This design comes from an exercise in tuning for small area, a short achievable clock period and few clock cycles on the open sky130 flow, not from production work.
Where RTL was checked, it was by simulation tests only, not by an equivalence proof against the original.
Function not checked in runs 1 and 2: the RTL went through the layout flow alone.
No activity file was given, so power comes from the tool's default toggle rates.

### design/flow/constraint.sdc
create_clock -name core_clock -period 5.0 [get_ports {clk}]
set_input_delay 1.0000 -clock core_clock [delete_from_list [all_inputs] [get_ports {clk}]]
set_output_delay 1.0000 -clock core_clock [all_outputs]
set_load 0.01 [all_outputs]
### design/flow/flow/run.sh
#!/bin/bash
# Standard ORFS layout (standard.sh: the standard flow's synthesis, floorplan, place, CTS,
# route, finish) with one change: the buffers that buffer_ports puts on every
# input and output port are sky130_fd_sc_hd__buf_1 cells instead of the
# default pick. The full make output goes to standard.log in this folder;
# each ORFS step's own log stays under orfs/logs/.
set -euo pipefail
export BUFFER_PORTS_ARGS="-buffer_cell sky130_fd_sc_hd__buf_1"
bash standard.sh > standard.log 2>&1
### design/flow/config.mk
export PLATFORM = sky130hd
export DESIGN_NAME = symcodec_rx
export DESIGN_NICKNAME = symcodec_rx
export VERILOG_FILES = /design/flow/design.v
export SDC_FILE = /design/flow/constraint.sdc
export NUM_CORES = 4
export LEC_CHECK = 0
export ABC_AREA = 1
export CAP_MARGIN = 20
export CORE_MARGIN = 2
export CORE_UTILIZATION = 50
export SETUP_SLACK_MARGIN = 2.7
export SLEW_MARGIN = 20
### design/flow/standard.sh
#!/bin/bash
# synth_recipe.tcl (not shown) runs the flow's synth.tcl, then flattens the netlist and writes it again
# the make line also repeats each setting of config.mk as NAME=value (left out here)
make -C /OpenROAD-flow-scripts/flow DESIGN_CONFIG=/design/flow/config.mk WORK_HOME=/design/flow/orfs CLKGATE_MAP_FILE= SYNTH_SCRIPT=/design/flow/synth_recipe.tcl "${@:-finish}"
### design/flow/design.v
`timescale 1ns/1ps
module symcodec_rx (
    input  wire        clk,
    input  wire        rst,
    input  wire        in_valid,
    output wire        in_ready,
    input  wire [63:0] in_data,     
    input  wire [3:0]  in_groups,   
    input  wire        in_last,     
    output reg         out_valid,
    output reg  [7:0]  out_byte,
    output reg  [2:0]  out_kind,    
    output reg         done,
    output wire [1:0]  res,         
    output wire [3:0]  cause,       
    output wire        chkmis,
    output wire [15:0] clean_bits,
    output wire [15:0] n_bytes,
    output wire [31:0] pre,
    output wire [15:0] len,
    output wire [7:0]  stored_chk,
    output wire [7:0]  calc_chk,
    output wire [15:0] bad_index,
    output wire [5:0]  bad_win
);
    localparam [2:0] K_PRE = 3'd0, K_LEN = 3'd1, K_PAY = 3'd2, K_CHK = 3'd3, K_TRAIL = 3'd4;
    function [3:0] nib6;
        input [5:0] c;
        begin
            nib6[3] = c[5];
            nib6[2] = (c[5] & c[3] & ~c[0]) | (c[4] & ~c[2] & ~c[1]) | (c[4] & ~c[0]);
            nib6[1] = (~c[5] & ~c[3] & c[0]) | (c[5] & ~c[3] & ~c[0]) |
                      (c[5] & ~c[2] & ~c[1]) | (c[4] & c[3] & ~c[0]);
            nib6[0] = c[5] ^ c[4] ^ c[1];
        end
    endfunction
    function mapped6;
        input [5:0] cw;
        begin
            case (cw)
                6'd13, 6'd14, 6'd19, 6'd21, 6'd22, 6'd25, 6'd26, 6'd28,
                6'd35, 6'd37, 6'd38, 6'd41, 6'd42, 6'd44, 6'd49, 6'd50:
                    mapped6 = 1'b1;
                default:
                    mapped6 = 1'b0;
            endcase
        end
    endfunction
    function [6:0] therm3;
        input [2:0] v;
        begin
            therm3[0] = v[2] | v[1] | v[0];
            therm3[1] = v[2] | v[1];
            therm3[2] = v[2] | (v[1] & v[0]);
            therm3[3] = v[2];
            therm3[4] = v[2] & (v[1] | v[0]);
            therm3[5] = v[2] & v[1];
            therm3[6] = v[2] & v[1] & v[0];
        end
    endfunction
    function [2:0] ones4;
        input [3:0] c;
        begin
            ones4[2] = &c;
            ones4[1] = ((c[0] & c[1]) | (c[0] & c[2]) | (c[0] & c[3]) |
                        (c[1] & c[2]) | (c[1] & c[3]) | (c[2] & c[3])) & ~(&c);
            ones4[0] = ^c;
        end
    endfunction
    function [4:0] cut_tab;
        input [2:0] l;
        input [3:0] n;
        integer il, in_, t;
        begin
            cut_tab = 5'd0;
            for (il = 0; il < 6; il = il + 1)
                for (in_ = 0; in_ < 9; in_ = in_ + 1)
                    if (l == il && n == in_) begin
                        t = il + in_;
                        cut_tab[4]   = (t >= 12);
                        cut_tab[3]   = (t >= 6);
                        cut_tab[2:0] = (t >= 12) ? t - 12 : (t >= 6) ? t - 6 : t;
                    end
        end
    endfunction
    function [5:0] rev6;
        input [5:0] v;
        rev6 = {v[0], v[1], v[2], v[3], v[4], v[5]};
    endfunction
    function [7:0] join4;
        input [3:0] a;
        input [2:0] na;
        input [3:0] b;
        integer i;
        begin
            for (i = 0; i < 8; i = i + 1)
                join4[i] = (i < na) ? a[i] : (i - na < 4) ? b[i - na] : 1'b0;
        end
    endfunction
    assign in_ready = 1'b1;
    integer k, j;
    reg [3:0] s1_qb [0:1];   
    reg [2:0] s1_qn [0:1];   
    reg       s1_last;
    reg [7:0] cl_in;
    reg [1:0] pb [0:3];      
    reg [3:0] qb [0:1];      
    reg [2:0] qn [0:1];
    always @(*) begin
        for (k = 0; k < 8; k = k + 1)
            cl_in[k] = in_valid && (in_groups > k) &&
                       ((in_data[8*k +: 8] == 8'h00) || (in_data[8*k +: 8] == 8'hFF));
        for (k = 0; k < 4; k = k + 1) begin
            pb[k][0] = cl_in[2*k] ? in_data[16*k] : in_data[16*k+8];
            pb[k][1] = in_data[16*k+8];
        end
        for (k = 0; k < 2; k = k + 1) begin
            qb[k][0] = (cl_in[4*k] | cl_in[4*k+1]) ? pb[2*k][0] : pb[2*k+1][0];
            qb[k][1] = (cl_in[4*k] & cl_in[4*k+1]) ? pb[2*k][1] :
                       (cl_in[4*k] | cl_in[4*k+1]) ? pb[2*k+1][0] : pb[2*k+1][1];
            qb[k][2] = (cl_in[4*k] & cl_in[4*k+1]) ? pb[2*k+1][0] : pb[2*k+1][1];
            qb[k][3] = pb[2*k+1][1];
            qn[k]    = ones4(cl_in[4*k +: 4]);
        end
    end
    always @(posedge clk) begin
        s1_qb[0] <= qb[0];
        s1_qb[1] <= qb[1];
        if (rst) begin
            s1_qn[0] <= 3'd0;
            s1_qn[1] <= 3'd0;
            s1_last  <= 1'b0;
        end else begin
            s1_qn[0] <= qn[0];
            s1_qn[1] <= qn[1];
            s1_last  <= in_valid && in_last;
        end
    end
    reg [7:0] s2_c;          
    reg [3:0] s2_n;          
    reg [2:0] s2_r;          
    reg       s2_v0;         
    reg       s2_v1;         
    reg       s2_last;
    reg [2:0] left_n;        
    wire [3:0] n_cmp  = {1'b0, s1_qn[0]} + {1'b0, s1_qn[1]};
    wire [4:0] cnt    = cut_tab(left_n, n_cmp);
    wire       tot12  = cnt[4];
    wire       tot6   = cnt[3];
    wire [2:0] left_nx = cnt[2:0];
    wire [6:0] q0_more = therm3(s1_qn[0]);
    wire [7:0] c_join  = ({4'd0, s1_qb[0] & q0_more[3:0]}) | ({4'd0, s1_qb[1]} << s1_qn[0]);
    always @(posedge clk) begin
        s2_c <= c_join;
        s2_r <= left_n;
        if (rst) begin
            s2_n    <= 4'd0;
            s2_v0   <= 1'b0;
            s2_v1   <= 1'b0;
            s2_last <= 1'b0;
            left_n  <= 3'd0;
        end else begin
            s2_n    <= n_cmp;
            s2_v0   <= tot6;
            s2_v1   <= tot12;
            s2_last <= s1_last;
            left_n  <= s1_last ? 3'd0 : left_nx;
        end
    end
    reg [4:0] acc;           
    reg [11:0] s3_w;         
    reg        s3_g0;        
    reg        s3_b0;        
    reg        s3_g1;        
    reg        s3_b1;        
    reg [3:0]  s3_n;         
    reg        s3_last;
    wire [6:0]  r_more = therm3(s2_r);
    wire [12:0] seq    = ({8'd0, acc & r_more[4:0]}) | ({5'd0, s2_c} << s2_r);
    wire       m0  = mapped6(seq[5:0]);
    wire       m1  = mapped6(seq[11:6]);
    always @(posedge clk) begin
        acc  <= s2_v1 ? {4'd0, seq[12]} : s2_v0 ? seq[10:6] : seq[4:0];
        s3_w <= seq[11:0];
        if (rst) begin
            s3_g0   <= 1'b0;
            s3_b0   <= 1'b0;
            s3_g1   <= 1'b0;
            s3_b1   <= 1'b0;
            s3_n    <= 4'd0;
            s3_last <= 1'b0;
        end else begin
            s3_g0   <= s2_v0 &&  m0;
            s3_b0   <= s2_v0 && !m0;
            s3_g1   <= s2_v1 && m0 &&  m1;
            s3_b1   <= s2_v1 && m0 && !m1;
            s3_n    <= s2_n;
            s3_last <= s2_last;
        end
    end
    reg        aborted;
    reg        have_low;
    reg [3:0]  low_nib;
    reg [12:0] byte_cnt;
    reg [15:0] clean_cnt;
    reg [31:0] pre_r;
    reg [15:0] len_r;
    reg [7:0]  xor_r;
    reg [7:0]  stored_r;
    reg        got_chk;
    reg        mis_r;        
    reg [5:0]  bad_r;        
    reg        chk_r;
    reg         rst_d;
    wire        fresh   = done || rst_d;
    wire        ab_b    = aborted  && !fresh;
    wire        hl_b    = have_low && !fresh;
    wire [12:0] bc_b    = fresh ? 13'd0 : byte_cnt;
    wire [12:0] byte_inc  = byte_cnt + 13'd1;
    wire [4:0]  clean_lo  = {1'b0, clean_cnt[3:0]} + {1'b0, s3_n};
    wire [11:0] clean_hi1 = clean_cnt[15:4] + 12'd1;
    wire [15:0] clean_sum = {clean_lo[4] ? clean_hi1 : clean_cnt[15:4], clean_lo[3:0]};
    wire [7:0]  x_b     = fresh ? 8'd0  : xor_r;
    wire        gc_b    = got_chk  && !fresh;
    wire [5:0] w0 = s3_w[5:0];
    wire [5:0] w1 = s3_w[11:6];
    wire [3:0] d0 = nib6(w0);
    wire [3:0] d1 = nib6(w1);
    wire g0   = s3_g0 && !ab_b;
    wire g1   = s3_g1 && !ab_b;
    wire bad0 = s3_b0 && !ab_b;
    wire bad1 = s3_b1 && !ab_b;
    wire bad  = bad0 || bad1;
    wire       byte_go  = hl_b ? g0 : g1;
    wire [7:0] new_byte = hl_b ? {d0[3:0], low_nib} : {d1[3:0], d0[3:0]};
    wire        is6     = (byte_cnt == 13'd6);
    wire        ge7     = (byte_cnt[12:3] != 10'd0) || (byte_cnt[2:0] == 3'd7);
    wire        at_pre  = fresh || (byte_cnt[12:2] == 11'd0);
    wire        at_len  = !fresh && (byte_cnt[12:1] == 12'd2);
    wire        at_chk  = !fresh && !got_chk &&
                          (is6 ? (len_r == 16'd0) : (ge7 && chk_r));
    reg  [2:0]  kind;
    always @(*) begin
        if (at_pre)      kind = K_PRE;
        else if (at_len) kind = K_LEN;
        else if (gc_b)   kind = K_TRAIL;
        else if (at_chk) kind = K_CHK;
        else             kind = K_PAY;
    end
    wire ab_nx = ab_b || bad;
    wire gc_nx = gc_b || (byte_go && at_chk);
    wire clr   = s3_last && (ab_nx || !gc_nx);
    wire [7:0] wr_byte = clr ? 8'd0 : new_byte;
    always @(posedge clk) begin
        if (clr || (byte_go && bc_b == 16'd0)) pre_r[7:0]   <= wr_byte;
        if (clr || (byte_go && bc_b == 16'd1)) pre_r[15:8]  <= wr_byte;
        if (clr || (byte_go && bc_b == 16'd2)) pre_r[23:16] <= wr_byte;
        if (clr || (byte_go && bc_b == 16'd3)) pre_r[31:24] <= wr_byte;
        if (clr || (byte_go && bc_b == 16'd4)) len_r[7:0]   <= wr_byte;
        if (clr || (byte_go && bc_b == 16'd5)) len_r[15:8]  <= wr_byte;
        if (clr || (byte_go && at_chk))        stored_r     <= wr_byte;
        if (bad)
            bad_r <= bad0 ? rev6(w0) : rev6(w1);
        out_byte <= new_byte;
        if (g0 && !(hl_b ^ g1))
            low_nib <= g1 ? d1[3:0] : d0[3:0];
        out_kind <= kind;
        if (byte_go)
            chk_r <= ({3'd0, byte_cnt} == len_r + 16'd5);
        aborted   <= ab_nx;
        have_low  <= hl_b ^ g0 ^ g1;
        byte_cnt  <= fresh ? {12'd0, byte_go} : byte_go ? byte_inc : byte_cnt;
        clean_cnt <= fresh ? {12'd0, s3_n} : clean_sum;
        if (clr)
            xor_r <= 8'd0;
        else if (byte_go && kind <= K_PAY)
            xor_r <= x_b ^ new_byte;
        else
            xor_r <= x_b;
        got_chk   <= gc_nx;
        if (clr)
            mis_r <= 1'b0;
        else if (byte_go && at_chk)
            mis_r <= (new_byte != x_b);
        rst_d <= rst;
        if (rst) begin
            out_valid <= 1'b0;
            done      <= 1'b0;
        end else begin
            out_valid <= byte_go;
            done      <= s3_last;
        end
    end
    assign res        = {aborted || !got_chk, 1'b1};
    assign cause      = aborted ? 4'd4 : !got_chk ? 4'd5 : mis_r ? 4'd3 : 4'd0;
    assign chkmis     = mis_r;
    assign clean_bits = clean_cnt;
    assign n_bytes    = {3'd0, byte_cnt};
    assign pre        = pre_r;
    assign len        = len_r;
    assign stored_chk = stored_r;
    assign calc_chk   = xor_r;
    assign bad_index  = {2'd0, byte_cnt, have_low};
    assign bad_win    = bad_r;
endmodule
==> results by group, run 1 <==
Run status
  – Outcome: no timing/DRC/antenna violations

Job
  – Max cap viols: 0

Critical path
  – R2R setup slack: 2.31 ns
  – Worst r2r src: s1_qn[0][0]$_SDFF_PP0_
  – CP Capture Type: register
  – CP Launch Type: register
  – Worst EP required: 5.32 ns
  – Critical Path AT: 3.01 ns
  – FF-to-FF End: left_n[0]$_SDFF_PP0_
  – Setup crit end: left_n[0]$_SDFF_PP0_
  – CP Launch Point: s1_qn[0][0]$_SDFF_PP0_
  – Reg2Reg Depth: 21
  – Setup Crit Path Kind: register to register
  – Crit-path max FO: 3

Clock tree
  – Clock sink count: 184
  – Clock transition at the registers of the reported paths: 0.07 ns
  – Clock root buffer: clkbuf_16
  – Worst skew pair latency: 0.43 ns
  – Post-CTS Hold Fix Bufs: 0
  – CTS tree: built
  – Max Root-Sink Buffers: 2
  – H-tree levels: 4
  – Total CTS buffers: 17

Detailed routing
  – DRC viols: 0
  – Vias per cell: 5.300
  – Routed Wire Length: 25.27 mm
  – Via count: 8496
  – Drt pass-1 iters: 5
  – Initial DRC count: 493
  – ANT nets after route: 0
  – DR WL/cell: 15.76 µm

Timing
  – Final period util: 53.83%
  – Setup TNS: 0 ns
  – Worst-Margin Slew: 0.9723 ns
  – Setup violators final: 0
  – Slew Viols, Final: 0
  – Clk_skew: 0.01325 ns
  – Min Tclk post-route: 2.692 ns
  – RSZ-0062 raised after global routing: true
  – Max Clock Freq: 0.3715 GHz
  – Worst slew margin: 34.50%
  – Final Hold Viols: 0

Synth
  – #FFs+latches synth: 184
  – Syn Inst Count: 1097
  – Post-synth ARST share: 0%
  – Synthesized cell area: 9311 µm²
  – Netlist cell types: 63
  – Post-synth EDFFs: 68
  – Ys Warns: 6
  – Syn_area_per_cell: 8.488 µm²
  – Synth Flop Type: dfxtp_1
  – Post-synthesis sequential area ratio: 46.87%

Die
  – Die H: 140.5 µm
  – Die X: 140.5 µm
  – Die Area: 19730 µm²
  – Starting Density: 51.31%
  – Total core area: 18150 µm²
  – Cell Rows: 49
  – Io pins: 211

Hold path
  – Hold Crit Class: register to register

Global routing
  – Initial antenna violation count: 0
  – Global-route wire length before repair: 39.21 mm
  – Largest net degree at the start of global routing: 28
  – GRT Residual Overflow: 0
  – GRT Resource Usage Total: 25.00%
  – Number of global-route vias before repair: 7668

Placement
  – Gpl congestion: 0.9569
  – Port Buffers: 202
  – Number of placed cells counting well taps: 1495
  – DP Area: 10190 µm²
  – Post-DP HPWL: 17.92 mm

Power and ir drop
  – Gate power share: 5.1%
  – Sequential share of power: 49.8%
  – Leak pwr: 4.790 nW
  – Sw Share: 23.15%
  – VDD IR max: 0.0002684 V
  – Power Density: 261.7 nW/µm²
  – Int Power: 2.434 mW
  – Clock power frac: 45.1%
  – P_sw: 0.7333 mW

Layout
  – Post-Layout Cell Count: 1603
  – Layout cell share with drive strength beyond 1: 20.01%
  – Syn-to-layout area delta: 29.97%
  – # fillers: 1489
  – Layout Utilization: 66.69%
  – Post-route cell area: 12100 µm²
  – Final nets: 1458
  – Antenna cell count: 0
cells in the final DEF (no fill, tap or decap), types with 6 or more instances in the layout:
cell / count
a21oi_1: 48
a21oi_2: 8
buf_1: 202
buf_4: 54
buf_6: 17
clkbuf_16: 17
conb_1: 8
dfxtp_1: 103
dfxtp_2: 10
edfxtp_1: 68
ha_1: 18
inv_1: 137
inv_2: 15
nand2_1: 165
nand2_2: 12
nand2_4: 7
nand2_8: 6
nand3_1: 41
nand3_2: 6
nand4_1: 26
nor2_1: 76
nor2_2: 7
nor2_4: 14
nor3_1: 24
nor3_2: 6
nor4_1: 22
o211ai_1: 7
o21ai_0: 65
o21ai_1: 14
o21ai_2: 15
o22ai_1: 7
or2_2: 6
xnor2_1: 10
xor2_1: 27
routing by layer:
layer  vias to the layer above  track usage, %  share of wire, %  routed length (µm)
met5                         -               0                 0                   0
met4                         0           8.211               2.5                 641
met3                        49           5.128               6.7                1702
met2                       320           40.22                47               11760
met1                      3900           33.98                44               11170
li1                       4227               -                 -                   -
how the worst min path moves through the flow:
stage                          from                  to  slack, ns  cells after the start
6_report         s2_last$_SDFF_PP0_  s3_last$_SDFF_PP0_       0.39                      2
5_1_grt          s2_last$_SDFF_PP0_  s3_last$_SDFF_PP0_       0.42                      2
4_1_cts          s2_n[1]$_SDFF_PP0_  s3_n[1]$_SDFF_PP0_       0.40                      2
3_5_place_dp     s2_last$_SDFF_PP0_  s3_last$_SDFF_PP0_       0.39                      2
3_3_place_gp     s2_last$_SDFF_PP0_  s3_last$_SDFF_PP0_       0.39                      2
2_1_floorplan  left_n[0]$_SDFF_PP0_     s2_r[0]$_DFF_P_       0.38                      0
cells in the mapped netlist, types with 11 or more instances:
cell | instances | area [µm²]
buf_4 | 24 | 180.2
a21oi_1 | 53 | 265.3
nand3_1 | 46 | 230.2
ha_1 | 23 | 287.8
xor2_1 | 27 | 236.5
nand2_1 | 177 | 664.4
nor2_1 | 88 | 330.3
nor4_1 | 25 | 156.4
nand4_1 | 26 | 162.7
dfxtp_1 | 116 | 2322
inv_2 | 11 | 41.29
inv_1 | 148 | 555.5
nor3_1 | 28 | 140.1
clkbuf_1 | 13 | 48.80
edfxtp_1 | 68 | 2042
o21ai_0 | 84 | 420.4
critical path, cell delays in order (launching register included):
cell and delay, ns:
dfxtp_4 0.35, ha_4 0.16, fa_2 0.58, inv_4 0.06, nor2_4 0.11, nand3_4 0.08
nand2_2 0.07, inv_2 0.03, nand2_1 0.04, nand3_1 0.06, nor2_1 0.10, nand4_1 0.08
nand2_1 0.09, nand4_1 0.11, nor2_1 0.10, nand4_1 0.09, nor2_1 0.10, nand4_1 0.08
nor2_1 0.10, nand4_1 0.09, nand2_1 0.07, inv_1 0.04
registers in the layout (all words and copies together), names as in the netlist, 3 cells and up:
| register | flops |
|---|---|
| byte_cnt | 13 |
| s1_qb | 8 |
| clean_cnt | 16 |
| xor_r | 8 |
| s2_c | 8 |
| out_kind | 3 |
| low_nib | 4 |
| acc | 5 |
| left_n | 3 |
| stored_r | 8 |
| s3_w | 12 |
| s2_n | 4 |
| bad_r | 6 |
| s2_r | 3 |
| s3_n | 4 |
| s1_qn | 6 |
| pre_r | 32 |
| len_r | 16 |
| out_byte | 8 |
power by group through the flow:
| stage | clock, mW | sequential (mW) | combinational, mW |
|---|---|---|---|
| floorplan | 0 | 1.61 | 0.0777 |
| global placement | 0 | 1.61 | 0.133 |
| detailed placement | 0 | 1.61 | 0.134 |
| CTS | 1.45 | 1.58 | 0.147 |
| global route | 1.51 | 1.58 | 0.181 |
| finish | 1.43 | 1.58 | 0.162 |
metrics by stage:
stage	setup WS (ns)	power (mW)	hold slack, ns
3_5_place_dp	2.012	1.745	0.3933
3_3_place_gp	2.091	1.745	0.3931
6_report	2.308	3.167	0.3943
2_1_floorplan	2.572	1.689	0.3756
5_1_grt	2.155	3.274	0.4180
4_1_cts	2.300	3.172	0.3985
kinds of logic (layout without fill, tap and decap cells):
| group | count (synthesis) | after routing | share of synthesized area [%] |
|---|---|---|---|
| AO/OA/AOI/OAI | 206 | 206 | 13.21 |
| adder cells (fa/ha/maj) | 25 | 25 | 3.521 |
| other | 2 | 8 | 0.08065 |
| XOR/XNOR | 37 | 37 | 3.480 |
| flip-flops | 184 | 184 | 46.87 |
| AND/OR/NAND/NOR | 436 | 437 | 23.09 |
| buffers and inverters | 204 | 474 | 9.433 |
| multiplexers | 3 | 3 | 0.3225 |
timing repair:
action / in CTS / in global routing
gates cloned: 2 / 0
gates resized for setup: 77 / 105
buffers inserted: 37 / 37
pin swaps: 20 / 46
endpoints found under the setup margin: 136 / 137
final cells by class:
type	instances	area [µm²]	share of cell area [%]
clock buffers	17	425.4	3.515
clock inverters	15	205.2	1.696
inverters	162	661.9	5.469
multi-input cells	716	4656	38.47
flip-flops and latches	184	4388	36.26
well taps	229	286.5	2.368
repair buffers	279	1463	12.09
repair inverters	1	16.27	0.1344
==> inputs of run 2 (changes only) <==
--- a/design/flow/design.v
+++ b/design/flow/design.v
@@ -211,8 +211,7 @@
     reg        mis_r;        
     reg [5:0]  bad_r;        
     reg        chk_r;
-    reg         rst_d;
-    wire        fresh   = done || rst_d;
+    reg         fresh;
     wire        ab_b    = aborted  && !fresh;
     wire        hl_b    = have_low && !fresh;
     wire [12:0] bc_b    = fresh ? 13'd0 : byte_cnt;
@@ -233,12 +232,10 @@
     wire bad  = bad0 || bad1;
     wire       byte_go  = hl_b ? g0 : g1;
     wire [7:0] new_byte = hl_b ? {d0[3:0], low_nib} : {d1[3:0], d0[3:0]};
-    wire        is6     = (byte_cnt == 13'd6);
-    wire        ge7     = (byte_cnt[12:3] != 10'd0) || (byte_cnt[2:0] == 3'd7);
+    wire        ge6     = (byte_cnt[12:3] != 10'd0) || (byte_cnt[2:1] == 2'd3);
     wire        at_pre  = fresh || (byte_cnt[12:2] == 11'd0);
     wire        at_len  = !fresh && (byte_cnt[12:1] == 12'd2);
-    wire        at_chk  = !fresh && !got_chk &&
-                          (is6 ? (len_r == 16'd0) : (ge7 && chk_r));
+    wire        at_chk  = !fresh && !got_chk && ge6 && chk_r;
     reg  [2:0]  kind;
     always @(*) begin
         if (at_pre)      kind = K_PRE;
@@ -266,7 +263,8 @@
             low_nib <= g1 ? d1[3:0] : d0[3:0];
         out_kind <= kind;
         if (byte_go)
-            chk_r <= ({3'd0, byte_cnt} == len_r + 16'd5);
+            chk_r <= (bc_b == 13'd5) ? (new_byte == 8'd0 && len_r[7:0] == 8'd0) :
+                                       ({3'd0, byte_cnt} == len_r + 16'd5);
         aborted   <= ab_nx;
         have_low  <= hl_b ^ g0 ^ g1;
         byte_cnt  <= fresh ? {12'd0, byte_go} : byte_go ? byte_inc : byte_cnt;
@@ -282,7 +280,7 @@
             mis_r <= 1'b0;
         else if (byte_go && at_chk)
             mis_r <= (new_byte != x_b);
-        rst_d <= rst;
+        fresh <= rst || s3_last;
         if (rst) begin
             out_valid <= 1'b0;
             done      <= 1'b0;
==> run 2 against run 1 <==
Via count shrank 0.45%. Final cell count grew 1.6%. Sequential share of layout area grew 1.1 points. Combinational power shrank 3%. Clock power shrank 5%. Total power shrank 2.3%. Largest cell class is now flip-flops and latches. Global-route usage shrank 0.93 points. First-iteration DRC count grew 17%. Count of clock-buffer cells in the layout is the same. Sequential power is essentially flat. Largest power group unchanged. Critical endpoint is now s2_v0$_SDFF_PP0_. Cell area shrank 2.4%.
==> results by group, run 2 <==
Synth
  – Ys Warns: 6 (unchanged)
  – Dominant cell type by area after synthesis: dfxtp_1
  – Syn Inst Count: 1112 (+1.4%)
  – Top cells by area, synth: dfxtp_1, edfxtp_1, nand2_1
  – Synth Flop Type: dfxtp_1
  – Synthesized cell area: 9070 µm² (-2.6%)
  – Count leader, synth: nand2_1
  – Syn_area_per_cell: 8.156 µm² (-3.9%)
  – Netlist cell types: 56 (-11%)
  – Post-synth EDFFs: 68 (unchanged)
  – Post-synth ARST share: 0% (unchanged)
  – Yosys top cell area share: 25.60% (+0.66 points)
  – Post-synthesis sequential area ratio: 48.12% (+1.2 points)
  – Top cells by count, synth: nand2_1, inv_1, dfxtp_1, o21ai_0, nor2_1
  – #FFs+latches synth: 184 (unchanged)

Global routing
  – Largest net degree at the start of global routing: 36 (+29%)
  – GRT Residual Overflow: 0 (unchanged)
  – Global-route wire length before repair: 37.94 mm (-3.2%)
  – Initial antenna violation count: 0 (unchanged)
  – Number of global-route vias before repair: 7834 (+2.2%)
  – GRT Resource Usage Total: 24.07% (-0.93 points)

Critical path
  – CP Launch Type: register
  – Setup crit end: s2_v0$_SDFF_PP0_
  – Largest stage delay, worst path: 0.36 ns (-0.22 ns)
  – Setup Crit Path Kind: register to register
  – Worst EP required: 5.32 ns (about the same)
  – Crit-path max FO: 5 (+2)
  – CP Launch Point: s1_qn[0][0]$_SDFF_PP0_
  – Critical Path AT: 2.94 ns (-0.07 ns)
  – CP Capture Type: register
  – Reg2Reg Depth: 15 (-29%)
  – Slowest stage cell, crit path: dfxtp_4
  – Crit path top cell by count: buf_4
  – Crit path cell chain: ha_4 > fa_2 > nand2_1 > nand2_2 > buf_4 > nand3_2 > buf_4 > buf_4 > inv_2 > nor3_2 > inv_1 > a211oi_2 > nand4_1 > o31ai_1 > inv_1
  – Worst r2r src: s1_qn[0][0]$_SDFF_PP0_
  – FF-to-FF End: s2_v0$_SDFF_PP0_
  – R2R setup slack: 2.39 ns (+0.08 ns)

Clock tree
  – Max Root-Sink Buffers: 2 (unchanged)
  – Total CTS buffers: 17 (unchanged)
  – H-tree levels: 4 (unchanged)
  – Clock sink count: 184 (unchanged)
  – CTS tree: built
  – Worst skew pair latency: 0.44 ns (about the same)
  – Clock root buffer: clkbuf_16
  – Clock transition at the registers of the reported paths: 0.07 ns (about the same)

Timing
  – Setup TNS: 0 ns (unchanged)
  – Worst-Margin Slew: 0.8772 ns (-0.09506 ns)
  – Setup violators final: 0 (unchanged)
  – Final period util: 52.29% (-1.5 points)
  – Final Hold Viols: 0 (unchanged)
  – Max Clock Freq: 0.3825 GHz (+3.0%)
  – RSZ-0062 raised after global routing: true
  – Min Tclk post-route: 2.614 ns (-0.07729 ns)
  – Fin worst setup slack: 2.386 ns (+0.07729 ns)
  – Worst slew margin: 40.90% (+6.4 points)
  – Clk_skew: 0.01598 ns (+0.002729 ns)
  – Slew Viols, Final: 0 (unchanged)

Job
  – Max cap viols: 0 (unchanged)

Hold path
  – Hold Crit Class: register to register
  – Hold Startpoint: s2_n[0]$_SDFF_PP0_

Die
  – Die Area: 19230 µm² (-2.5%)
  – Die X: 138.7 µm (-1.3%)
  – Total core area: 17900 µm² (-1.4%)
  – Io pins: 211 (unchanged)
  – Cell Rows: 49 (unchanged)
  – Starting Density: 50.66% (-0.65 points)
  – Die H: 138.7 µm (-1.3%)

Layout
  – Layout cell share with drive strength beyond 1: 18.66% (-1.4 points)
  – Antenna cell count: 0 (unchanged)
  – Final nets: 1481 (+1.6%)
  – Biggest regs: pre_r x32, clean_cnt x16, len_r x16
  – Largest register FFs: 32 (unchanged)
  – Most frequent cells in the layout: buf_1, nand2_1, inv_1, dfxtp_1, o21ai_0
  – # fillers: 1556 (+4.5%)
  – Most common cell after layout, fill and taps aside: buf_1
  – Post-route cell area: 11810 µm² (-2.4%)
  – Largest register by flop count: pre_r
  – Syn-to-layout area delta: 30.20%
  – Layout Utilization: 65.96% (-0.72 points)

Detailed routing
  – DR WL/cell: 14.77 µm (-6.3%)
  – Routed Wire Length: 24.04 mm (-4.9%)
  – Via count: 8458 (-0.45%)
  – Initial DRC count: 576 (+17%)
  – DRC viols: 0 (unchanged)
  – Drt pass-1 iters: 5 (unchanged)
  – ANT nets after route: 0 (unchanged)
  – Vias per cell: 5.195 (-2.0%)

Power and ir drop
  – Leak pwr: 4.806 nW (+0.34%)
  – VDD IR max: 0.0002348 V (-13%)
  – Power Density: 262.0 nW/µm² (about the same)

Placement
  – Port Buffers: 202 (unchanged)
  – Gpl congestion: 0.8938 (-6.6%)
  – Pre-CTS setup slack: 1.935 ns (-0.07657 ns)
  – Post-DP HPWL: 16.68 mm (-6.9%)
  – DP Area: 9946 µm² (-2.4%)

Run status
  – Outcome: no timing/DRC/antenna violations
-- run 2: changes by cell type in the layout (fill, tap and decap cells not counted), moves of 5 or more --
cell / delta
a21oi_2: -5
buf_4: +21
buf_6: -8
dfxtp_1: -8
dfxtp_4: +6
inv_1: +6
nand2_1: +19
nand3_1: +9
o21ai_0: +15
o21ai_1: +6
o21ai_2: -10
-- run 2: per-layer routing --
layer	global-route usage [%]	vias to the layer above	part of all wire, %
met5	0	-	0
met4	5.901	0	1.8
met3	4.627	36	5.1
met2	42.00	261	49
met1	31.04	3892	44
li1	-	4269	-
-- run 2: report_power, final --
part | total [mW] | leakage [nW] | internal, mW | switching [mW]
combinational | 0.157 | 2.92 | 0.0559 | 0.101
clock | 1.36 | 0.294 | 0.685 | 0.676
sequential | 1.58 | 1.59 | 1.56 | 0.0140
-- run 2: worst min-delay path by stage --
stage / to / slack [ns] / depth (start not counted)
finish: s3_n[0]$_SDFF_PP0_ / 0.39 / 2
global route: s3_n[0]$_SDFF_PP0_ / 0.39 / 2
CTS: s3_n[0]$_SDFF_PP0_ / 0.40 / 2
detailed placement: s3_n[0]$_SDFF_PP0_ / 0.39 / 2
global placement: s3_last$_SDFF_PP0_ / 0.39 / 2
floorplan: s2_r[0]$_DFF_P_ / 0.38 / 0
-- run 2: through the flow --
step                total power, mW  cells  hold WS, ns
floorplan                     1.693   1118       0.3756
global placement              1.747   1510       0.3913
detailed placement            1.749   1510       0.3935
CTS                           3.100   1582       0.3966
global route                  3.193   1628       0.3942
finish                        3.093   1628       0.3872
-- run 2: repair_timing --
| item | in CTS | in global routing |
|---|---|---|
| cloned | 2 | 1 |
| hold buffers | 0 | 0 |
| setup buffers | 38 | 45 |
| pin swaps | 25 | 40 |
| gates resized for setup | 106 | 93 |
| setup endpoints to repair | 137 | 141 |
-- run 2: final cells by class --
cell class | instances | area (µm²) | area share (%)
Tap cell | 229 | 286.5 | 2.426
Sequential cell | 184 | 4413 | 37.37
Timing Repair inverter | 2 | 20.02 | 0.1695
Inverter | 165 | 673.1 | 5.700
Clock buffer | 17 | 425.4 | 3.602
Multi-Input combinational cell | 729 | 4359 | 36.91
Timing Repair Buffer | 287 | 1444 | 12.23
Clock inverter | 15 | 187.7 | 1.589
-- run 2: cell families after synthesis --
family	count (synthesis)	share of synthesized area, %
adders and majority gates	23	3.338
AOI/OAI and AO/OA	206	12.55
buffers and inverters	206	9.753
other	2	0.08280
xor gates and xnor gates	32	3.090
DFF	184	48.12
muxes	2	0.2207
and+or+nand+nor	457	22.84
-- run 2: worst max-delay path: cells and delay by family, from the launching register on --
family          cells  cell delay (ns)
simple gates        5             0.53
buf+inv             6             0.60
flops               1             0.36
fa+ha+maj           2             0.49
compound gates      2             0.51
==> inputs of run 3 (changes only) <==
--- a/design/flow/design.v
+++ b/design/flow/design.v
@@ -74,13 +74,12 @@
         begin
             cut_tab = 5'd0;
             for (il = 0; il < 6; il = il + 1)
-                for (in_ = 0; in_ < 9; in_ = in_ + 1)
-                    if (l == il && n == in_) begin
-                        t = il + in_;
-                        cut_tab[4]   = (t >= 12);
-                        cut_tab[3]   = (t >= 6);
-                        cut_tab[2:0] = (t >= 12) ? t - 12 : (t >= 6) ? t - 6 : t;
-                    end
+                for (in_ = 0; in_ < 9; in_ = in_ + 1) begin
+                    t = il + in_;
+                    if (l == il && n == in_)
+                        cut_tab = cut_tab | {t >= 12, t >= 6,
+                                             (t >= 12) ? t[2:0] - 3'd4 : (t >= 6) ? t[2:0] - 3'd6 : t[2:0]};
+                end
         end
     endfunction
     function [5:0] rev6;
==> run 3 against run 2 <==
Hold slack improved by 0.016 ns. Maximum frequency grew 16%. Synthesized area rose by 6.5%.
==> results by group, run 3 <==
Layout
  – Biggest regs: pre_r x32, clean_cnt x16, len_r x16
  – # fillers: 1753 (+13%)
  – Antenna cell count: 0 (unchanged)
  – Layout cell share with drive strength beyond 1: 10.07% (-8.6 points)
  – Largest register FFs: 32 (unchanged)
  – Layout Utilization: 62.09% (-3.9 points)
  – Most common cell after layout, fill and taps aside: nand2_1
  – Syn-to-layout area delta: 21.03%
  – Post-route cell area: 11690 µm² (-0.98%)
  – Most frequent cells in the layout: nand2_1, buf_1, inv_1, nor2_1, dfxtp_1
  – Final nets: 1571 (+6.1%)
  – Largest register by flop count: pre_r
  – Post-Layout Cell Count: 1749 (+7.4%)

Critical path
  – Crit-path max FO: 3 (-2)
  – Crit path cell chain: inv_1 > a21oi_1 > clkbuf_2
  – CP Launch Point: mis_r$_SDFFE_PP0P_
  – Largest stage delay, worst path: 0.39 ns (+0.03 ns)
  – FF-to-FF End: s2_v0$_SDFF_PP0_
  – Reg2Reg Depth: 12 (-3)
  – Slowest stage cell, crit path: dfxtp_1
  – CP Launch Type: register
  – CP Depth: 3 (-12)
  – Worst r2r src: s1_qn[0][0]$_SDFF_PP0_
  – CP Capture Type: primary output
  – Worst path top cell family by delay: flip-flops
  – R2R setup slack: 2.82 ns (+0.43 ns)
  – Setup Crit Path Kind: register to primary output
  – Critical Path AT: 1.25 ns (-1.69 ns)
  – Setup crit end: cause[0]
  – Worst EP required: 4.00 ns (-1.32 ns)
  – Buf/Inv on CP: 2 (-4)

Clock tree
  – H-tree levels: 4 (unchanged)
  – Total CTS buffers: 17 (unchanged)
  – Clock sink count: 184 (unchanged)
  – Worst skew pair latency: 0.44 ns (about the same)
  – Max Root-Sink Buffers: 2 (unchanged)
  – Clock transition at the registers of the reported paths: 0.07 ns (about the same)
  – CTS tree: built
  – Clock root buffer: clkbuf_16

Timing
  – Worst-Margin Slew: 0.8561 ns (-0.02108 ns)
  – Slew Viols, Final: 0 (unchanged)
  – Max Clock Freq: 0.4453 GHz (+16%)
  – Worst slew margin: 42.48% (+1.6 points)
  – Min Tclk post-route: 2.246 ns (-0.3687 ns)
  – Final period util: 44.91% (-7.4 points)
  – Setup violators final: 0 (unchanged)
  – Clk_skew: 0.01008 ns (-0.005907 ns)
  – RSZ-0062 raised after global routing: true
  – Final Hold Viols: 0 (unchanged)
  – Setup TNS: 0 ns (unchanged)

Synth
  – Ys Warns: 6 (unchanged)
  – Post-synth EDFFs: 68 (unchanged)
  – Synth Flop Type: dfxtp_1
  – Netlist cell types: 57 (+1.8%)
  – Top cells by count, synth: nand2_1, inv_1, nor2_1, dfxtp_1, nand3_1
  – Syn_area_per_cell: 7.655 µm² (-6.1%)
  – Syn Inst Count: 1262 (+13%)
  – Count leader, synth: nand2_1
  – Top cells by area, synth: dfxtp_1, edfxtp_1, nand2_1
  – #FFs+latches synth: 184 (unchanged)
  – Yosys top cell area share: 24.04% (-1.6 points)
  – Post-synthesis sequential area ratio: 45.18% (-2.9 points)
  – Synthesized cell area: 9661 µm² (+6.5%)
  – Post-synth ARST share: 0% (unchanged)
  – Dominant cell type by area after synthesis: dfxtp_1

Die
  – Cell Rows: 50 (+2.0%)
  – Die H: 143 µm (+3.1%)
  – Total core area: 18830 µm² (+5.2%)
  – Starting Density: 51.30% (+0.64 points)
  – Io pins: 211 (unchanged)
  – Die Area: 20450 µm² (+6.3%)
  – Die X: 143 µm (+3.1%)

Detailed routing
  – Vias per cell: 5.022 (-3.3%)
  – ANT nets after route: 0 (unchanged)
  – Via count: 8784 (+3.9%)
  – Routed Wire Length: 24.31 mm (+1.1%)
  – Drt pass-1 iters: 6 (+1)
  – DR WL/cell: 13.90 µm (-5.9%)
  – DRC viols: 0 (unchanged)
  – Initial DRC count: 503 (-13%)

Power and ir drop
  – Int Power: 2.284 mW (-0.78%)
  – Sequential share of power: 52.0% (+1.1 points)
  – P_sw: 0.7483 mW (-5.5%)
  – VDD IR max: 0.0002429 V (+3.5%)
  – Sw Share: 24.68% (-0.91 points)
  – Power Total: 3.032 mW (-2.0%)
  – Leak pwr: 5.042 nW (+4.9%)
  – Clock power frac: 42.9% (-1.1 points)
  – Power Density: 259.3 nW/µm² (-1.0%)
  – Gate power share: 5.2% (about the same)

Run status
  – Outcome: no timing/DRC/antenna violations

Global routing
  – GRT Resource Usage Total: 23.68% (-0.39 points)
  – GRT Residual Overflow: 0 (unchanged)
  – Number of global-route vias before repair: 7914 (+1.0%)
  – Global-route wire length before repair: 38.48 mm (+1.4%)
  – Largest net degree at the start of global routing: 27 (-25%)
  – Initial antenna violation count: 0 (unchanged)

Placement
  – Port Buffers: 202 (unchanged)
  – Post-DP HPWL: 18.41 mm (+10%)
  – Number of placed cells counting well taps: 1689 (+12%)
  – DP Area: 10510 µm² (+5.7%)
  – Gpl congestion: 0.8921 (-0.19%)

Job
  – Max cap viols: 0 (unchanged)

Hold path
  – Hold Crit Class: register to register
run 3: worst min-delay path by stage:
stage	startpoint	to	slack (ns)	cells past startpoint
5_1_grt	s2_last$_SDFF_PP0_	s3_last$_SDFF_PP0_	0.42	2
3_5_place_dp	s2_n[1]$_SDFF_PP0_	s3_n[1]$_SDFF_PP0_	0.39	2
4_1_cts	s2_n[1]$_SDFF_PP0_	s3_n[1]$_SDFF_PP0_	0.40	2
2_1_floorplan	left_n[1]$_SDFF_PP0_	s2_r[1]$_DFF_P_	0.36	0
3_3_place_gp	s2_n[0]$_SDFF_PP0_	s3_n[0]$_SDFF_PP0_	0.39	2
6_report	s2_n[0]$_SDFF_PP0_	s3_n[0]$_SDFF_PP0_	0.40	2
run 3: cell type report:
cell class / instances / area [µm²] / share of cell area (%)
timing repair inverter: 1 / 8.758 / 0.07491
clock inverter: 15 / 152.6 / 1.306
multi-input combinational: 847 / 4591 / 39.26
clock buffer: 17 / 425.4 / 3.638
inverter: 194 / 759.5 / 6.495
timing repair buffer: 231 / 1046 / 8.946
tap: 260 / 325.3 / 2.782
sequential: 184 / 4384 / 37.50
run 3: through the flow:
stage / setup WS [ns] / hold WS [ns]
final: 2.754 / 0.4031
after global routing: 2.681 / 0.4159
after CTS: 2.697 / 0.4047
after detailed placement: 1.864 / 0.3948
after global placement: 1.907 / 0.3893
after floorplan: 2.815 / 0.3650
run 3: logic make-up (layout without fill, tap and decap cells):
kind of cell	count (synthesis)	in the layout	synth area share [%]
AO/OA/AOI/OAI	167	167	9.934
buffers and inverters	238	458	10.66
XOR/XNOR	22	22	2.292
other	2	8	0.07774
flip-flops	184	184	45.18
AND/OR/NAND/NOR	624	625	28.52
multiplexers	2	2	0.2072
adder cells (fa/ha/maj)	23	23	3.134
run 3: metal layers:
| metal | part of all wire (%) | GRT usage (%) | routed length [µm] |
|---|---|---|---|
| met5 | 0 | 0 | 0 |
| met4 | 1.8 | 6.879 | 447 |
| met3 | 5.5 | 3.521 | 1342 |
| met2 | 49 | 41.88 | 11960 |
| met1 | 43 | 29.99 | 10560 |
run 3: tightest hold or removal path: cells and delay by family (launching register included):
family / cells / cell delay, ns
flip-flops: 1 / 0.30
buffers and inverters: 1 / 0.04
AND/OR/NAND/NOR: 1 / 0.03
run 3: power by group through the flow:
stage / clock (mW) / sequential, mW / combinational [mW]
after floorplan: 0 / 1.61 / 0.0869
after global placement: 0 / 1.61 / 0.140
after detailed placement: 0 / 1.61 / 0.142
after CTS: 1.32 / 1.58 / 0.149
after global routing: 1.38 / 1.58 / 0.180
final: 1.30 / 1.58 / 0.157
run 3: repair_timing:
item,in CTS,in global routing
cloned,1,2
endpoints found under the setup margin,139,111
gates resized for setup,45,55
hold buffers,0,0
pin swaps,6,9
buffers inserted,9,16
Testbench counts of run 3, summed over its fixed seeds: cycles 15,365.
==> inputs of run 4 (changes only) <==
--- a/design/flow/config.mk
+++ b/design/flow/config.mk
@@ -9,5 +9,6 @@
 export CAP_MARGIN = 20
 export CORE_MARGIN = 2
 export CORE_UTILIZATION = 50
+export CTS_BUF_LIST = sky130_fd_sc_hd__clkbuf_8
 export SETUP_SLACK_MARGIN = 2.7
 export SLEW_MARGIN = 20
==> run 4 against run 3 <==
Count of clock-buffer cells in the layout is the same. Still clean. Critical path depth stayed put. Largest power group unchanged. Critical endpoint unchanged. Die area unchanged. Flip-flop and latch count unchanged. Final cell count down 0.29%.
==> results by group, run 4 <==
Critical path
  – CP Launch Type: register
  – Critical Path AT: 1.24 ns (about the same)
  – Setup Crit Path Kind: register to primary output
  – Worst path top cell family by delay: flip-flops
  – Slowest stage cell, crit path: dfxtp_2
  – Crit path cell chain: inv_1 > a21oi_1 > buf_2
  – Crit-path max FO: 3 (unchanged)
  – Worst EP required: 4.00 ns (about the same)
  – Largest stage delay, worst path: 0.37 ns (-0.02 ns)
  – CP Capture Type: primary output
  – Buf/Inv on CP: 2 (unchanged)

Job
  – Max cap viols: 0 (unchanged)

Layout
  – Most common cell after layout, fill and taps aside: nand2_1
  – Layout cell share with drive strength beyond 1: 9.906% (-0.17 points)
  – Multi-input gate area: 4618 µm² (+0.60%)
  – Antenna cell count: 0 (unchanged)
  – # fillers: 1777 (+1.4%)
  – Syn-to-layout area delta: 18.91%
  – Largest register by flop count: pre_r
  – Final nets: 1566 (-0.32%)
  – Largest register FFs: 32 (unchanged)
  – Biggest regs: pre_r x32, clean_cnt x16, len_r x16
  – Most frequent cells in the layout: nand2_1, buf_1, inv_1, nor2_1, dfxtp_1
  – FF/Latch Area: 4387 µm² (about the same)

Timing
  – Worst-Margin Slew: 0.8402 ns (-0.01591 ns)
  – Worst hold slack: 0.4033 ns (+0.0001790 ns)
  – Max Clock Freq: 0.4457 GHz (about the same)
  – Worst slew margin: 43.55% (+1.1 points)
  – Min Tclk post-route: 2.244 ns (-0.002140 ns)
  – Clk_skew: 0.01496 ns (+0.004889 ns)
  – RSZ-0062 raised after global routing: true
  – Setup violators final: 0 (unchanged)
  – Setup TNS: 0 ns (unchanged)
  – Final period util: 44.87% (about the same)
  – Final Hold Viols: 0 (unchanged)
  – Slew Viols, Final: 0 (unchanged)

Synth
  – Post-synth ARST share: 0% (unchanged)
  – Syn_area_per_cell: 7.655 µm² (unchanged)
  – Post-synth EDFFs: 68 (unchanged)
  – Netlist cell types: 57 (unchanged)
  – Dominant cell type by area after synthesis: dfxtp_1
  – Top cells by count, synth: nand2_1, inv_1, nor2_1, dfxtp_1, nand3_1
  – Top cells by area, synth: dfxtp_1, edfxtp_1, nand2_1
  – Post-synthesis sequential area ratio: 45.18% (unchanged)
  – Synthesized cell area: 9661 µm² (unchanged)
  – Count leader, synth: nand2_1
  – Ys Warns: 6 (unchanged)
  – Synth Flop Type: dfxtp_1
  – #FFs+latches synth: 184 (unchanged)
  – Yosys top cell area share: 24.04% (unchanged)
  – Syn Inst Count: 1262 (unchanged)

Power and ir drop
  – Leak pwr: 4.924 nW (-2.3%)
  – VDD IR max: 0.0001567 V (-35%)
  – Power Density: 234.6 nW/µm² (-9.5%)

Detailed routing
  – Routed Wire Length: 24.06 mm (-1.0%)
  – Vias per cell: 5.011 (-0.23%)
  – Drt pass-1 iters: 7 (+1)
  – Initial DRC count: 457 (-9.1%)
  – DR WL/cell: 13.79 µm (-0.76%)
  – DRC viols: 0 (unchanged)
  – Via count: 8739 (-0.51%)
  – ANT nets after route: 0 (unchanged)

Global routing
  – GRT Residual Overflow: 0 (unchanged)
  – Global-route wire length before repair: 38.37 mm (-0.29%)
  – Largest net degree at the start of global routing: 27 (unchanged)
  – Number of global-route vias before repair: 7893 (-0.27%)
  – Initial antenna violation count: 0 (unchanged)
  – GRT Resource Usage Total: 23.60% (-0.079 points)

Die
  – Die Area: 20450 µm² (unchanged)
  – Starting Density: 51.30% (unchanged)
  – Cell Rows: 50 (unchanged)
  – Die H: 143 µm (unchanged)
  – Die X: 143 µm (unchanged)
  – Io pins: 211 (unchanged)
  – Total core area: 18830 µm² (unchanged)

Clock tree
  – Post-CTS Hold Fix Bufs: 0 (unchanged)
  – Clock root buffer: clkbuf_8
  – CTS tree: built
  – Clock transition at the registers of the reported paths: 0.09 ns (+0.02 ns)
  – H-tree levels: 4 (unchanged)
  – Max Root-Sink Buffers: 2 (unchanged)
  – Total CTS buffers: 17 (unchanged)
  – Clock sink count: 184 (unchanged)
  – Worst skew pair latency: 0.47 ns (+0.03 ns)

Placement
  – Gpl congestion: 0.8921 (unchanged)
  – Port Buffers: 202 (unchanged)
  – Post-DP HPWL: 18.41 mm (unchanged)

Run status
  – Outcome: no timing/DRC/antenna violations

Hold path
  – Hold Crit Class: register to register
[run 4: path summary, 6_finish.rpt]
| kind | slack [ns] | to | start | cells after the start |
|---|---|---|---|---|
| min reg2reg | 0.40 | s3_n[0]$_SDFF_PP0_ | s2_n[0]$_SDFF_PP0_ | 2 |
| min | 0.40 | s3_n[0]$_SDFF_PP0_ | s2_n[0]$_SDFF_PP0_ | 2 |
| max | 2.76 | cause[0] | mis_r$_SDFFE_PP0P_ | 3 |
| max reg2reg | 2.80 | s2_v0$_SDFF_PP0_ | s1_qn[0][0]$_SDFF_PP0_ | 14 |
[run 4: logic make-up after synthesis]
logic type	after synthesis	synth area share, %
simple gates	624	28.52
buf+inv	238	10.66
flops	184	45.18
compound gates	167	9.934
fa+ha+maj	23	3.134
xor+xnor	22	2.292
other cells	2	0.07774
mux	2	0.2072
[run 4: stage by stage]
stage	power, mW	util [%]	cells	instance area (µm²)	worst slack, ns
after floorplan	1.698	-	1268	9706	2.815
after global placement	1.750	55.81	1689	10510	1.907
after detailed placement	1.752	55.81	1689	10510	1.864
after CTS	2.709	59.45	1731	11190	2.703
after global routing	2.804	61.00	1744	11490	2.679
final	2.695	61.00	1744	11490	2.756
[run 4: final cells by class]
class                   count  share of cell area, %
multi-input cells         847                  40.20
inverters                 194                  6.677
clock buffers              17                  2.037
flip-flops and latches    184                  38.19
well taps                 260                  2.832
repair buffers            226                  8.659
clock inverters            15                  1.329
repair inverters            1                0.07624
[run 4: per-layer routing]
layer	part of all wire, %	GRT usage, %	wire length [µm]
met2	50	41.98	11910
met1	43	29.76	10450
met3	5.7	4.192	1372
met4	1.4	5.628	329
met5	0	0	0
[run 4: timing repair]
| item | in CTS | in global routing |
|---|---|---|
| setup buffers | 9 | 12 |
| gates resized for setup | 48 | 63 |
| pin swaps | 6 | 9 |
| setup endpoints to repair | 140 | 110 |
| gates cloned | 1 | 1 |
[run 4: worst register-to-register path, stage by stage, from the launching register on]
cell and delay (ns):
dfxtp_4 0.38, ha_2 0.21, fa_2 0.40, xor2_4 0.18, buf_6 0.14, buf_4 0.14
nor2_1 0.16, nand4_1 0.14, nand2_1 0.11, nor2_1 0.04, nand2_1 0.05, nor2_1 0.04
nand3_1 0.07, nand2_1 0.05, inv_1 0.05
[run 4: power by group]
part / total (mW) / switching [mW] / internal, mW
clock network: 0.967 / 0.595 / 0.372
logic: 0.153 / 0.0996 / 0.0533
registers: 1.57 / 0.0119 / 1.56
==> inputs of run 5 (changes only) <==
--- a/design/flow/config.mk
+++ b/design/flow/config.mk
@@ -10,5 +10,6 @@
 export CORE_MARGIN = 2
 export CORE_UTILIZATION = 50
 export CTS_BUF_LIST = sky130_fd_sc_hd__clkbuf_8
+export CTS_CLUSTER_SIZE = 24
 export SETUP_SLACK_MARGIN = 2.7
 export SLEW_MARGIN = 20
==> run 5 against run 4 <==
Still clean on timing, DRC and antenna. Clock power about the same. Worst setup slack did not move. Non-clock buffer count unchanged. Synthesized area did not move. Critical path depth is the same. Total power is the same. Flip-flop and latch count stayed put. Via count is the same. First-iteration DRC count unchanged.
==> results by group, run 5 <==
Detailed routing
  – Routed Wire Length: 24.06 mm (unchanged)
  – Initial DRC count: 457 (unchanged)
  – DR WL/cell: 13.79 µm (unchanged)
  – Drt pass-1 iters: 7 (unchanged)
  – Via count: 8739 (unchanged)
  – DRC viols: 0 (unchanged)
  – Vias per cell: 5.011 (unchanged)
  – ANT nets after route: 0 (unchanged)

Placement
  – Number of placed cells counting well taps: 1689 (unchanged)
  – Gpl congestion: 0.8921 (unchanged)
  – Pre-CTS setup slack: 1.864 ns (unchanged)
  – Port Buffers: 202 (unchanged)
  – Post-DP HPWL: 18.41 mm (unchanged)

Global routing
  – GRT Residual Overflow: 0 (unchanged)
  – Gr busiest metal: met2
  – Met3 Use GR: 4.192% (unchanged)
  – Grt met1 use: 29.76% (unchanged)
  – GRT Resource Usage Total: 23.60% (unchanged)
  – Global-route wire length before repair: 38.37 mm (unchanged)
  – Grt met2 use: 41.98% (unchanged)
  – Initial antenna violation count: 0 (unchanged)
  – Largest net degree at the start of global routing: 27 (unchanged)
  – Number of global-route vias before repair: 7893 (unchanged)

Hold path
  – Hold Crit Class: register to register
  – Hold Startpoint: s2_n[0]$_SDFF_PP0_

Die
  – Io pins: 211 (unchanged)
  – Cell Rows: 50 (unchanged)
  – Die H: 143 µm (unchanged)
  – Starting Density: 51.30% (unchanged)
  – Die X: 143 µm (unchanged)
  – Die Area: 20450 µm² (unchanged)
  – Total core area: 18830 µm² (unchanged)

Timing
  – Setup violators final: 0 (unchanged)
  – Final period util: 44.87% (unchanged)
  – Min Tclk post-route: 2.244 ns (unchanged)
  – Worst hold slack: 0.4033 ns (unchanged)
  – Final Hold Viols: 0 (unchanged)
  – Slew Viols, Final: 0 (unchanged)
  – RSZ-0062 raised after global routing: true
  – Worst-Margin Slew: 0.8402 ns (unchanged)
  – Worst slew margin: 43.55% (unchanged)
  – Max Clock Freq: 0.4457 GHz (unchanged)
  – Fin worst setup slack: 2.756 ns (unchanged)
  – Clk_skew: 0.01496 ns (unchanged)
  – Setup TNS: 0 ns (unchanged)

Layout
  – Layout cell share with drive strength beyond 1: 9.906% (unchanged)
  – Largest register by flop count: pre_r
  – Most frequent cells in the layout: nand2_1, buf_1, inv_1, nor2_1, dfxtp_1
  – Post-Layout Cell Count: 1744 (unchanged)
  – Biggest regs: pre_r x32, clean_cnt x16, len_r x16
  – Syn-to-layout area delta: 18.91% (unchanged)
  – # fillers: 1777 (unchanged)
  – Largest register FFs: 32 (unchanged)
  – Layout Utilization: 61.00% (unchanged)
  – Antenna cell count: 0 (unchanged)
  – Final nets: 1566 (unchanged)
  – Most common cell after layout, fill and taps aside: nand2_1

Run status
  – Outcome: no timing/DRC/antenna violations

Synth
  – Syn Inst Count: 1262 (unchanged)
  – Synthesized cell area: 9661 µm² (unchanged)
  – Syn_area_per_cell: 7.655 µm² (unchanged)
  – Top cells by area, synth: dfxtp_1, edfxtp_1, nand2_1
  – Mux contribution to synthesized area: 0.2072% (unchanged)
  – Post-synthesis compound-gate area fraction: 9.934% (unchanged)
  – Simple logic cell fraction of the synthesized area: 28.52% (unchanged)
  – Post-synthesis adder-cell area fraction: 3.134% (unchanged)
  – #FFs+latches synth: 184 (unchanged)
  – Synth Flop Type: dfxtp_1
  – Yosys top cell area share: 24.04% (unchanged)
  – Count leader, synth: nand2_1
  – Dominant cell type by area after synthesis: dfxtp_1
  – Netlist cell types: 57 (unchanged)
  – Ys Warns: 6 (unchanged)
  – Xor and xnor area share after synthesis: 2.292% (unchanged)
  – Post-synthesis sequential area ratio: 45.18% (unchanged)
  – Top cells by count, synth: nand2_1, inv_1, nor2_1, dfxtp_1, nand3_1
  – Post-synth ARST share: 0% (unchanged)
  – Post-synth EDFFs: 68 (unchanged)
  – Largest family of logic cells by synthesized area: simple AND/OR/NAND/NOR gates

Critical path
  – Worst r2r src: s1_qn[0][0]$_SDFF_PP0_
  – CP Launch Point: mis_r$_SDFFE_PP0P_
  – Largest stage delay, worst path: 0.37 ns (about the same)
  – CP Launch Type: register
  – Crit-path max FO: 3 (unchanged)
  – Worst EP required: 4.00 ns (about the same)
  – Critical Path AT: 1.24 ns (about the same)
  – CP Capture Type: primary output
  – Crit path cell chain: inv_1 > a21oi_1 > buf_2
  – Slowest stage cell, crit path: dfxtp_2
  – Setup Crit Path Kind: register to primary output

Clock tree
  – CTS tree: built
  – Post-CTS Hold Fix Bufs: 0 (unchanged)
  – Clock sink count: 184 (unchanged)
  – Total CTS buffers: 17 (unchanged)
  – H-tree levels: 4 (unchanged)
  – Max Root-Sink Buffers: 2 (unchanged)
  – Clock transition at the registers of the reported paths: 0.09 ns (about the same)
  – Worst skew pair latency: 0.47 ns (about the same)
  – Clock root buffer: clkbuf_8

Power and ir drop
  – Power Density: 234.6 nW/µm² (unchanged)
  – VDD IR max: 0.0001567 V (unchanged)
  – Leak pwr: 4.924 nW (unchanged)

Job
  – Max cap viols: 0 (unchanged)
[run 5: final cells by class]
class	count	area, µm²	area share, %
inverter	194	767.0	6.677
sequential	184	4387	38.19
tap	260	325.3	2.832
timing repair buffer	226	994.7	8.659
clock inverter	15	152.6	1.329
multi-input combinational	847	4618	40.20
clock buffer	17	234.0	2.037
timing repair inverter	1	8.758	0.07624
[run 5: worst max-delay path, delay by kind of cell (launching register included)]
kind | cells | cell delay (ns)
DFF | 1 | 0.37
buffers and inverters | 2 | 0.28
AOI/OAI and AO/OA | 1 | 0.14
[run 5: final timing paths]
path | cells after the start | endpoint | slack (ns)
hold reg to reg | 2 | s3_n[0]$_SDFF_PP0_ | 0.40
setup / recovery | 3 | cause[0] | 2.76
hold / removal | 2 | s3_n[0]$_SDFF_PP0_ | 0.40
setup reg to reg | 14 | s2_v0$_SDFF_PP0_ | 2.80
[run 5: report_power, final]
| group | total, mW | switching (mW) | internal (mW) | leakage (nW) |
|---|---|---|---|---|
| logic | 0.153 | 0.0996 | 0.0533 | 3.16 |
| registers | 1.57 | 0.0119 | 1.56 | 1.58 |
| clock network | 0.967 | 0.595 | 0.372 | 0.187 |
| total | 2.69 | 0.707 | 1.99 | 4.92 |
[run 5: cells by family (layout without fill, tap and decap cells)]
group | Yosys count | after routing
AOI/OAI and AO/OA | 167 | 167
xor gates and xnor gates | 22 | 22
adders and majority gates | 23 | 23
buffers and inverters | 238 | 453
DFF | 184 | 184
muxes | 2 | 2
other | 2 | 8
and+or+nand+nor | 624 | 625
[run 5: metal layers]
metal  share of wire (%)  wire, µm
met1                  43     10450
met4                 1.4       329
met2                  50     11910
met3                 5.7      1372
met5                   0         0
[run 5: timing repair]
action	CTS	global route
gates cloned	1	1
resized for setup	48	63
endpoints found under the setup margin	140	110
pin swaps	6	9
setup buffers	9	12
hold endpoints to repair	0	0
[run 5: per-stage QoR]
stage               total power [mW]  instance area (µm²)
floorplan                      1.698                 9706
global placement               1.750                10510
detailed placement             1.752                10510
CTS                            2.709                11190
global route                   2.804                11490
finish                         2.695                11490
==> inputs of run 6 (changes only) <==
--- a/design/flow/config.mk
+++ b/design/flow/config.mk
@@ -8,8 +8,7 @@
 export ABC_AREA = 1
 export CAP_MARGIN = 20
 export CORE_MARGIN = 2
-export CORE_UTILIZATION = 50
+export CORE_UTILIZATION = 55
 export CTS_BUF_LIST = sky130_fd_sc_hd__clkbuf_8
-export CTS_CLUSTER_SIZE = 24
 export SETUP_SLACK_MARGIN = 2.7
 export SLEW_MARGIN = 20
==> run 6 against run 5 <==
Still clean. Total power grew 0.54%. Sequential power is essentially flat. Global-route usage grew 1.9 points. Via count grew 1.8%. First-iteration DRC count grew 45%. Register-to-register slack is essentially flat. Count of clock-buffer cells in the layout is the same. Non-clock buffer count grew 1. Die area shrank 8.8%. Cell area shrank 0.83%. Clock power grew 2%. Largest cell class unchanged. Largest power group unchanged.
==> results by group, run 6 <==
Placement
  – Gpl congestion: 0.9331 (+4.6%)
  – Port Buffers: 202 (unchanged)
  – Post-DP HPWL: 18.09 mm (-1.7%)
  – DP Area: 10470 µm² (-0.42%)
  – Pre-CTS setup slack: 1.827 ns (-0.03703 ns)

Clock tree
  – Post-CTS Hold Fix Bufs: 0 (unchanged)
  – Clock transition at the registers of the reported paths: 0.10 ns (about the same)
  – H-tree levels: 4 (unchanged)
  – Max Root-Sink Buffers: 2 (unchanged)
  – CTS tree: built
  – Clock root buffer: clkbuf_8
  – Total CTS buffers: 17 (unchanged)
  – Worst skew pair latency: 0.47 ns (about the same)
  – Clock sink count: 184 (unchanged)

Critical path
  – Buf/Inv on CP: 2 (unchanged)
  – Crit-path max FO: 3 (unchanged)
  – Crit path cell chain: inv_2 > nand2_4 > nor2_4 > buf_2
  – Critical Path AT: 1.25 ns (about the same)
  – CP Capture Type: primary output
  – Worst EP required: 4.00 ns (about the same)
  – Slowest stage cell, crit path: dfxtp_1
  – CP Launch Point: aborted$_DFF_P_
  – Worst path top cell family by delay: flip-flops
  – CP Launch Type: register
  – Worst r2r src: s1_qn[0][0]$_SDFF_PP0_
  – Setup Crit Path Kind: register to primary output
  – Largest stage delay, worst path: 0.35 ns (-0.02 ns)

Synth
  – #FFs+latches synth: 184 (unchanged)
  – Top cells by area, synth: dfxtp_1, edfxtp_1, nand2_1
  – Dominant cell type by area after synthesis: dfxtp_1
  – Synth Flop Type: dfxtp_1
  – Post-synth EDFFs: 68 (unchanged)
  – Post-synthesis sequential area ratio: 45.18% (unchanged)
  – Post-synth ARST share: 0% (unchanged)
  – Count leader, synth: nand2_1
  – Ys Warns: 6 (unchanged)
  – Syn_area_per_cell: 7.655 µm² (unchanged)
  – Netlist cell types: 57 (unchanged)
  – Yosys top cell area share: 24.04% (unchanged)
  – Synthesized cell area: 9661 µm² (unchanged)
  – Top cells by count, synth: nand2_1, inv_1, nor2_1, dfxtp_1, nand3_1
  – Syn Inst Count: 1262 (unchanged)

Timing
  – Setup violators final: 0 (unchanged)
  – Fin worst setup slack: 2.747 ns (-0.009530 ns)
  – Worst slew margin: 46.68% (+3.1 points)
  – Worst-Margin Slew: 0.7936 ns (-0.04660 ns)
  – Min Tclk post-route: 2.253 ns (+0.009530 ns)
  – Setup TNS: 0 ns (unchanged)
  – RSZ-0062 raised after global routing: true
  – Slew Viols, Final: 0 (unchanged)
  – Final period util: 45.06% (+0.19 points)
  – Final Hold Viols: 0 (unchanged)
  – Clk_skew: 0.01349 ns (-0.001474 ns)
  – Max Clock Freq: 0.4438 GHz (-0.42%)

Layout
  – Most frequent cells in the layout: nand2_1, buf_1, inv_1, nor2_1, dfxtp_1
  – FF/Latch Area: 4389 µm² (about the same)
  – Largest register by flop count: pre_r
  – # fillers: 1538 (-13%)
  – Largest register FFs: 32 (unchanged)
  – Most common cell after layout, fill and taps aside: nand2_1
  – Antenna cell count: 0 (unchanged)
  – Syn-to-layout area delta: 17.93%
  – Final nets: 1567 (+0.064%)
  – Layout cell share with drive strength beyond 1: 9.966% (+0.061 points)
  – Biggest regs: pre_r x32, clean_cnt x16, len_r x16
  – Layout Utilization: 66.09% (+5.1 points)
  – Multi-input gate area: 4569 µm² (-1.1%)
  – Post-route cell area: 11390 µm² (-0.83%)

Power and ir drop
  – Power Total: 2.709 mW (+0.54%)
  – Power Density: 237.8 nW/µm² (+1.4%)
  – Clock power frac: 36.3% (+0.4 points)
  – Sequential share of power: 58.1% (-0.3 points)
  – VDD IR max: 0.0002040 V (+30%)
  – Sw Share: 26.24% (about the same)
  – P_sw: 0.7111 mW (+0.62%)
  – Leak pwr: 4.932 nW (+0.17%)
  – Int Power: 1.998 mW (+0.52%)
  – Gate power share: 5.7% (about the same)

Die
  – Die H: 136.5 µm (-4.5%)
  – Die Area: 18640 µm² (-8.8%)
  – Cell Rows: 48 (-4.0%)
  – Starting Density: 56.05% (+4.7 points)
  – Io pins: 211 (unchanged)
  – Total core area: 17240 µm² (-8.5%)
  – Die X: 136.5 µm (-4.5%)

Detailed routing
  – Drt pass-1 iters: 5 (-2)
  – ANT nets after route: 0 (unchanged)
  – Via count: 8893 (+1.8%)
  – Initial DRC count: 663 (+45%)
  – DR WL/cell: 13.94 µm (+1.1%)
  – Routed Wire Length: 23.84 mm (-0.90%)
  – Vias per cell: 5.201 (+3.8%)
  – DRC viols: 0 (unchanged)

Hold path
  – Hold Crit Class: register to register
  – Hold Startpoint: s2_n[0]$_SDFF_PP0_

Run status
  – Outcome: no timing/DRC/antenna violations

Global routing
  – Global-route wire length before repair: 37.38 mm (-2.6%)
  – Largest net degree at the start of global routing: 27 (unchanged)
  – GRT Residual Overflow: 0 (unchanged)
  – Initial antenna violation count: 0 (unchanged)
  – Number of global-route vias before repair: 7909 (+0.20%)
  – GRT Resource Usage Total: 25.51% (+1.9 points)

Job
  – Max cap viols: 0 (unchanged)
[run 6: power by group through the flow]
stage          Combinational (mW)  Clock, mW  Sequential (mW)
2_1_floorplan              0.0869          0             1.61
3_3_place_gp                0.139          0             1.61
3_5_place_dp                0.141          0             1.61
4_1_cts                     0.150       1.01             1.58
5_1_grt                     0.176       1.07             1.58
6_report                    0.153      0.982             1.57
[run 6: layout make-up]
class | instances | share of cell area (%)
well taps | 225 | 2.471
multi-input cells | 847 | 40.11
inverters | 194 | 6.656
flip-flops and latches | 184 | 38.53
repair buffers | 227 | 8.501
clock inverters | 15 | 1.604
repair inverters | 1 | 0.07688
clock buffers | 17 | 2.054
[run 6: logic make-up after synthesis]
family / Yosys count / share of synthesized area, %
other: 2 / 0.07774
adder cells (fa/ha/maj): 23 / 3.134
AND/OR/NAND/NOR: 624 / 28.52
XOR/XNOR: 22 / 2.292
AO/OA/AOI/OAI: 167 / 9.934
flip-flops: 184 / 45.18
buffers and inverters: 238 / 10.66
multiplexers: 2 / 0.2072
[run 6: repair_timing]
| item | CTS | global route |
|---|---|---|
| hold endpoints to repair | 0 | 0 |
| buffers inserted | 14 | 8 |
| gates resized for setup | 49 | 49 |
| pin swaps | 8 | 8 |
| setup endpoints to repair | 140 | 130 |
| gates cloned | 1 | 1 |
[run 6: tightest hold or removal path: stages (launching register included)]
cell     delay, ns
dfxtp_1       0.31
inv_1         0.04
nor2_1        0.03
[run 6: layer usage]
metal | part of all wire (%) | vias to the layer above | track usage [%]
met3 | 6.0 | 46 | 4.333
met5 | 0 | - | 0
li1 | - | 4542 | -
met4 | 2.2 | 0 | 8.449
met2 | 51 | 334 | 46.14
met1 | 41 | 3971 | 30.65
[run 6: metrics by stage]
stage                     hold slack [ns]  std cells
after floorplan                    0.3650       1268
after global placement             0.3883       1654
after detailed placement           0.3917       1654
after CTS                          0.3956       1701
after global routing               0.3989       1710
final                              0.3967       1710
[run 6: final timing paths]
kind	cells after the start	endpoint	slack [ns]
max	4	cause[1]	2.75
min	2	s3_n[0]$_SDFF_PP0_	0.40
max reg2reg	14	s2_v0$_SDFF_PP0_	2.79
min reg2reg	2	s3_n[0]$_SDFF_PP0_	0.40

## what the ideal ports hide
In the flow no input, the clock included, has a driving cell. The finished layouts below were timed again as built, in two steps.
Step 1, drivers: a clkbuf_16 drives clk and a buf_2 each remaining input, both assumed.
Step 2, shift: input delay + t, output delay - t, t = (earliest + latest rising clock arrival at the registers) / 2. This alone moves slack from input paths to output paths.
a / b / c = ideal / step 1 / step 2; a / b = the first two.
run | t (ns) | setup WS [ns] | worst hold slack (ns) | slew at the worst register clock pin (ns)
run 1 | 0.464 | 2.308 / 2.308 / 2.308 | 0.394 / 0.394 / 0.394 | 0.08 / 0.08
run 2 | 0.479 | 2.386 / 2.386 / 2.386 | 0.387 / 0.387 / 0.387 | 0.08 / 0.08
run 3 | 0.475 | 2.754 / 2.710 / 2.515 | 0.403 / 0.403 / 0.403 | 0.08 / 0.08
run 4 | 0.502 | 2.756 / 2.717 / 2.433 | 0.403 / 0.403 / 0.403 | 0.11 / 0.11
run 5 | 0.502 | 2.756 / 2.717 / 2.433 | 0.403 / 0.403 / 0.403 | 0.11 / 0.11
run 6 | 0.500 | 2.747 / 2.708 / 2.424 | 0.397 / 0.397 / 0.397 | 0.11 / 0.11
After both steps every run listed still meets setup and hold.
